From an optimization exercise on the open Yosys and OpenROAD flow, aimed at small area; shortcuts taken in it are not production practice. At most, simulation tests tie the RTL to the original design; equivalence was not proved. Power and IR drop assume default switching activity.

==> flow/design.v <==
module tripolar_pce #(
    parameter FULL_SCALE      = 1000,
    parameter CYCLE_LENGTH    = 8000,
    parameter DEAD_TIME       = 32,
    parameter MIN_TIMER_DELTA = 64,
    parameter INIT_DELAY      = 8000
) (
    input  wire        clk,
    input  wire        rst,         
    input  wire        op_valid,
    input  wire [2:0]  op_code,
    input  wire [1:0]  op_ch,
    input  wire [15:0] op_val,
    output wire        op_ready,
    output wire [5:0]  fet,         
    output wire        busy
);
    reg [9:0]  da, db, dc;       
    reg [9:0]  pa, pb, pc;       
    reg [9:0]  aa, ab, ac;       
    reg        idle;             
    reg        pend;
    reg        upd;
    reg        enabled;
    reg        wt;               
    reg [2:0]  cur;              
    reg [15:0] p;                
    assign busy = pend;
    function automatic lt10(input [9:0] x, input [9:0] y);
        integer i;
        begin
            lt10 = 1'b0;
            for (i = 0; i < 10; i = i + 1)
                lt10 = (~x[i] & y[i]) | ((~x[i] | y[i]) & lt10);
        end
    endfunction
    wire c_ab = lt10(ab, aa);    
    wire c_ac = lt10(ac, aa);
    wire c_bc = lt10(ac, ab);
    wire a1 = c_ab | c_ac,   a2 = c_ab & c_ac;
    wire b1 = ~c_ab | c_bc,  b2 = ~c_ab & c_bc;
    wire c1 = ~c_ac | ~c_bc, c2 = ~c_ac & ~c_bc;
    wire [1:0] r  = cur[2:1];
    wire cu1 = (cur == 3'd1);
    wire ge3 = (cur >= 3'd3), ge5 = (cur >= 3'd5), ge7 = (cur == 3'd7);
    wire r1  = (r == 2'd1), r2 = (r == 2'd2);
    assign fet[0] = cu1 | r1 & a1 | r2 & a2;
    assign fet[1] = ge7 | ge5 & ~a2 | ge3 & ~a1;
    assign fet[2] = cu1 | r1 & b1 | r2 & b2;
    assign fet[3] = ge7 | ge5 & ~b2 | ge3 & ~b1;
    assign fet[4] = cu1 | r1 & c1 | r2 & c2;
    assign fet[5] = ge7 | ge5 & ~c2 | ge3 & ~c1;
    wire sa = (r == 2'd0) ? ~a1 : r1 ? a1 & ~a2 : a2;
    wire sb = (r == 2'd0) ? ~b1 : r1 ? b1 & ~b2 : b2;
    wire sc = (r == 2'd0) ? ~c1 : r1 ? c1 & ~c2 : c2;
    wire [9:0]  ks   = ({10{sa}} & aa) | ({10{sb}} & ab) | ({10{sc}} & ac);
    wire        ke   = &ks[9:5];                  
    wire [10:0] kc   = {ks[9:6], ks[5] & ~ke, ks[4:0] | {5{ke}}, ke};
    wire        tall = idle | (r == 2'd3);       
    wire [10:0] tc   = tall ? {10'd996, 1'b0} : kc;
    reg  [15:0] pcy;
    integer ci;
    always @* begin
        pcy[0] = 1'b1;
        for (ci = 1; ci < 16; ci = ci + 1) pcy[ci] = pcy[ci-1] & p[ci-1];
    end
    wire [15:0] pn  = p ^ pcy;
    wire [10:0] pcm = {pn[12:3], pn[0]};
    reg  [11:0] dx;
    reg  [11:0] dcy;
    integer di;
    always @* begin
        dcy[0] = 1'b1;
        for (di = 0; di < 11; di = di + 1) begin
            dx[di]    = tc[di] ^ ~pcm[di] ^ dcy[di];
            dcy[di+1] = (tc[di] & ~pcm[di]) | (tc[di] & dcy[di]) | (~pcm[di] & dcy[di]);
        end
        dx[11] = ~dcy[11];
    end
    wire        dz  = (dx == 12'd0);
    wire        eqt = dz & (pn[15:13] == 3'd0) & (pn[2] == pn[0]) & (pn[1] == pn[0]);
    wire        chn = dx[11] | dz;               
    wire        urg = dx[11] | (dx[10:4] == 7'd0);
    wire        eql = (pn[4:0] == {~p[15], ~p[14], {3{~p[13]}}});
    wire evw    = ~idle & ~cur[0];               
    wire fire_a = evw ? eql : (eqt & (wt | enabled));
    wire chain  = fire_a & evw & chn;            
    wire alloff = fire_a & (tall & ~evw | chain & (cur == 3'd6));
    wire swap   = alloff & pend;
    wire pend_b = pend & ~swap;
    wire lowin  = fire_a & ~alloff & (cur[0] | chain);    
    wire oddin  = fire_a & evw & ~chain;                  
    wire [2:0] cur_b  = ~fire_a ? cur :
                        alloff  ? 3'd0 :
                        cur + {chain, ~chain};
    wire       wait_b = ~fire_a ? wt :
                        alloff  ? (~idle | pend) :
                        oddin   ? urg : 1'b1;
    assign op_ready = ~wait_b;
    wire host   = op_valid & ~wait_b;
    wire op_set = host & (op_code == 3'd0);
    wire op_upd = host & (op_code == 3'd1);
    wire op_tck = host & (op_code == 3'd2);
    wire op_ena = host & (op_code == 3'd3);
    wire op_ini = host & (op_code == 3'd4);
    wire build  = (op_upd | op_tck & upd) & ~pend_b;
    wire       vsat = (|op_val[15:10]) | (&op_val[9:5]);
    wire [9:0] sval = {op_val[9:5] | {5{vsat}}, op_val[4:0] & {5{~vsat}}};
    wire       clr  = rst | op_ini;
    wire [9:0] dval = sval & {10{~clr}};
    wire       we_a = clr | op_set & (op_ch == 2'd0);
    wire       we_b = clr | op_set & (op_ch == 2'd1);
    wire       we_c = clr | op_set & (op_ch == 2'd2);
    always @(posedge clk) begin
        if (clr) begin
            upd     <= 1'b0;
            idle    <= 1'b1;
            pend    <= 1'b0;
            enabled <= 1'b0;
            wt      <= 1'b0;
            cur     <= 3'd0;
            p       <= 16'hffe0;
        end else begin
            if (alloff)     p <= 16'hffe0;
            else if (lowin) p <= {~pn[4], ~pn[3], ~pn[0], pn[12:0]};
            else if (oddin) p <= {3'b000, pn[12:0]};
            else            p <= pn;
            cur  <= cur_b;
            wt   <= wait_b;
            idle <= idle & ~swap;
            pend <= pend_b | build;
            upd  <= ~build & (upd | op_upd);
            if (op_ena) enabled <= op_val[0];
        end
        if (we_a) da <= dval;
        if (we_b) db <= dval;
        if (we_c) dc <= dval;
        if (swap) begin
            aa <= pa;
            ab <= pb;
            ac <= pc;
        end
        if (build) begin
            pa <= da;
            pb <= db;
            pc <= dc;
        end
    end
endmodule
==> flow/config.mk <==
export PLATFORM = sky130hd
export DESIGN_NAME = tripolar_pce
export DESIGN_NICKNAME = tripolar_pce
export VERILOG_FILES = /design/flow/design.v
export SDC_FILE = /design/flow/constraint.sdc
export NUM_CORES = 4
export LEC_CHECK = 0
export CAP_MARGIN = 20
export CORE_MARGIN = 2
export CORE_UTILIZATION = 40
export PLACE_DENSITY = 0.6
export SLEW_MARGIN = 20
==> flow/constraint.sdc <==
create_clock -name core_clock -period 18.0 [get_ports {clk}]
set_input_delay 3.6000 -clock core_clock [delete_from_list [all_inputs] [get_ports {clk}]]
set_output_delay 3.6000 -clock core_clock [all_outputs]
set_load 0.01 [all_outputs]
standard.sh (not shown) runs the stock make flow with config.mk's settings and CLKGATE_MAP_FILE= SYNTH_SCRIPT=/design/flow/synth_recipe.tcl, a recipe that flattens the netlist after the stock synthesis.
==> flow/flow/run.sh <==
#!/bin/bash
# Layout flow: the standard ORFS flow (standard.sh), with these changes in
# how the layout is made:
#  * Yosys's ABC step maps the logic with an area-oriented script
#    (flow/abc_area.script) instead of the delay-oriented one; the registers
#    are mapped before ABC runs, so they are the standard synthesis's;
#  * CTS takes the arguments in flow/cts_args (no dummy loads, small buffers);
#  * the port buffers are the cell named in flow/port_buffer.
# make's full output goes to flow_make.log here; each ORFS step also keeps its
# own log under orfs/logs.
set -euo pipefail
W=$(pwd)
mkdir -p "$W/scripts_local"
cp -r "$FLOW_HOME/scripts/." "$W/scripts_local/"
cp "$W/flow/abc_area.script" "$W/scripts_local/abc_speed.script"
export SCRIPTS_DIR="$W/scripts_local"
if [[ -f "$W/flow/cts_args" ]]; then
  CTS_ARGS=$(cat "$W/flow/cts_args")
  export CTS_ARGS
fi
if [[ -f "$W/flow/port_buffer" ]]; then
  BUFFER_PORTS_ARGS="-buffer_cell $(cat "$W/flow/port_buffer")"
  export BUFFER_PORTS_ARGS
fi
bash "$W/standard.sh" > "$W/flow_make.log" 2>&1
==> flow/flow/abc_area.script <==
&get -n
&st
&syn2
&dch -f
&nf -a -R 1000
&put
topo
dnsize
==> flow/flow/cts_args <==
-sink_clustering_enable -repair_clock_nets -dont_use_dummy_load -buf_list sky130_fd_sc_hd__clkbuf_4
==> flow/flow/port_buffer <==
sky130_fd_sc_hd__buf_1
Change:
--- a/flow/design.v
+++ b/flow/design.v
@@ -67,19 +67,20 @@
     wire [15:0] pn  = p ^ pcy;
     wire [10:0] pcm = {pn[12:3], pn[0]};
-    reg  [11:0] dx;
-    reg  [11:0] dcy;
+    wire [10:0] ntc = ~tc;
+    reg  [10:0] sm;
+    reg  [11:0] scy;
     integer di;
     always @* begin
-        dcy[0] = 1'b1;
+        scy[0] = 1'b0;
         for (di = 0; di < 11; di = di + 1) begin
-            dx[di]    = tc[di] ^ ~pcm[di] ^ dcy[di];
-            dcy[di+1] = (tc[di] & ~pcm[di]) | (tc[di] & dcy[di]) | (~pcm[di] & dcy[di]);
+            sm[di]    = ntc[di] ^ pcm[di] ^ scy[di];
+            scy[di+1] = (ntc[di] & pcm[di]) | (ntc[di] & scy[di]) | (pcm[di] & scy[di]);
         end
-        dx[11] = ~dcy[11];
     end
-    wire        dz  = (dx == 12'd0);
+    wire        neg = scy[11];                   
+    wire        dz  = ~neg & (&sm);              
     wire        eqt = dz & (pn[15:13] == 3'd0) & (pn[2] == pn[0]) & (pn[1] == pn[0]);
-    wire        chn = dx[11] | dz;               
-    wire        urg = dx[11] | (dx[10:4] == 7'd0);
+    wire        chn = neg | dz;                  
+    wire        urg = neg | (&sm[10:4]);
     wire        eql = (pn[4:0] == {~p[15], ~p[14], {3{~p[13]}}});
     wire evw    = ~idle & ~cur[0];               
Critical path depth stays the same.
Count of clock-buffer cells in the layout is unchanged.
Wire length falls by a few percent.
Final area falls slightly.
Utilization falls by 0.27 points.
Global-route usage falls by 0.86 points.
Clock power barely changes.
Non-clock buffer count falls by 2.
Synthesized cell count falls by a few percent.
Function not checked in the first run of this note: the RTL went through the layout flow alone.

-- static timing again, ports no longer ideal --
Ports are ideal in the flow. The routed layouts listed here were re-timed in OpenROAD. Step 1, drivers: a clkbuf_16 drives clk and a buf_2 each remaining input, both assumed. Step 2 moves the port delays by t, midway between the first and last clock arrival at a register: inputs arrive t later, outputs are due t later. That takes back most of the time a late clock gives input paths. Three values: no drivers, after step 1, after step 2; two values: the first two.
| run | t, ns | slack for setup (ns) | worst setup path at the end | slew at the worst register clock pin (ns) | worst slew at a driven data input, ns |
|---|---|---|---|---|---|
| the first run | 0.516 | 2.794 / 2.763 / 3.280 | register to output | 0.10 / 0.10 | 0.03 |
| the second run | 0.522 | 2.669 / 2.636 / 3.158 | register to output | 0.09 / 0.09 | 0.04 |
After both steps setup and hold are still met in every run listed.
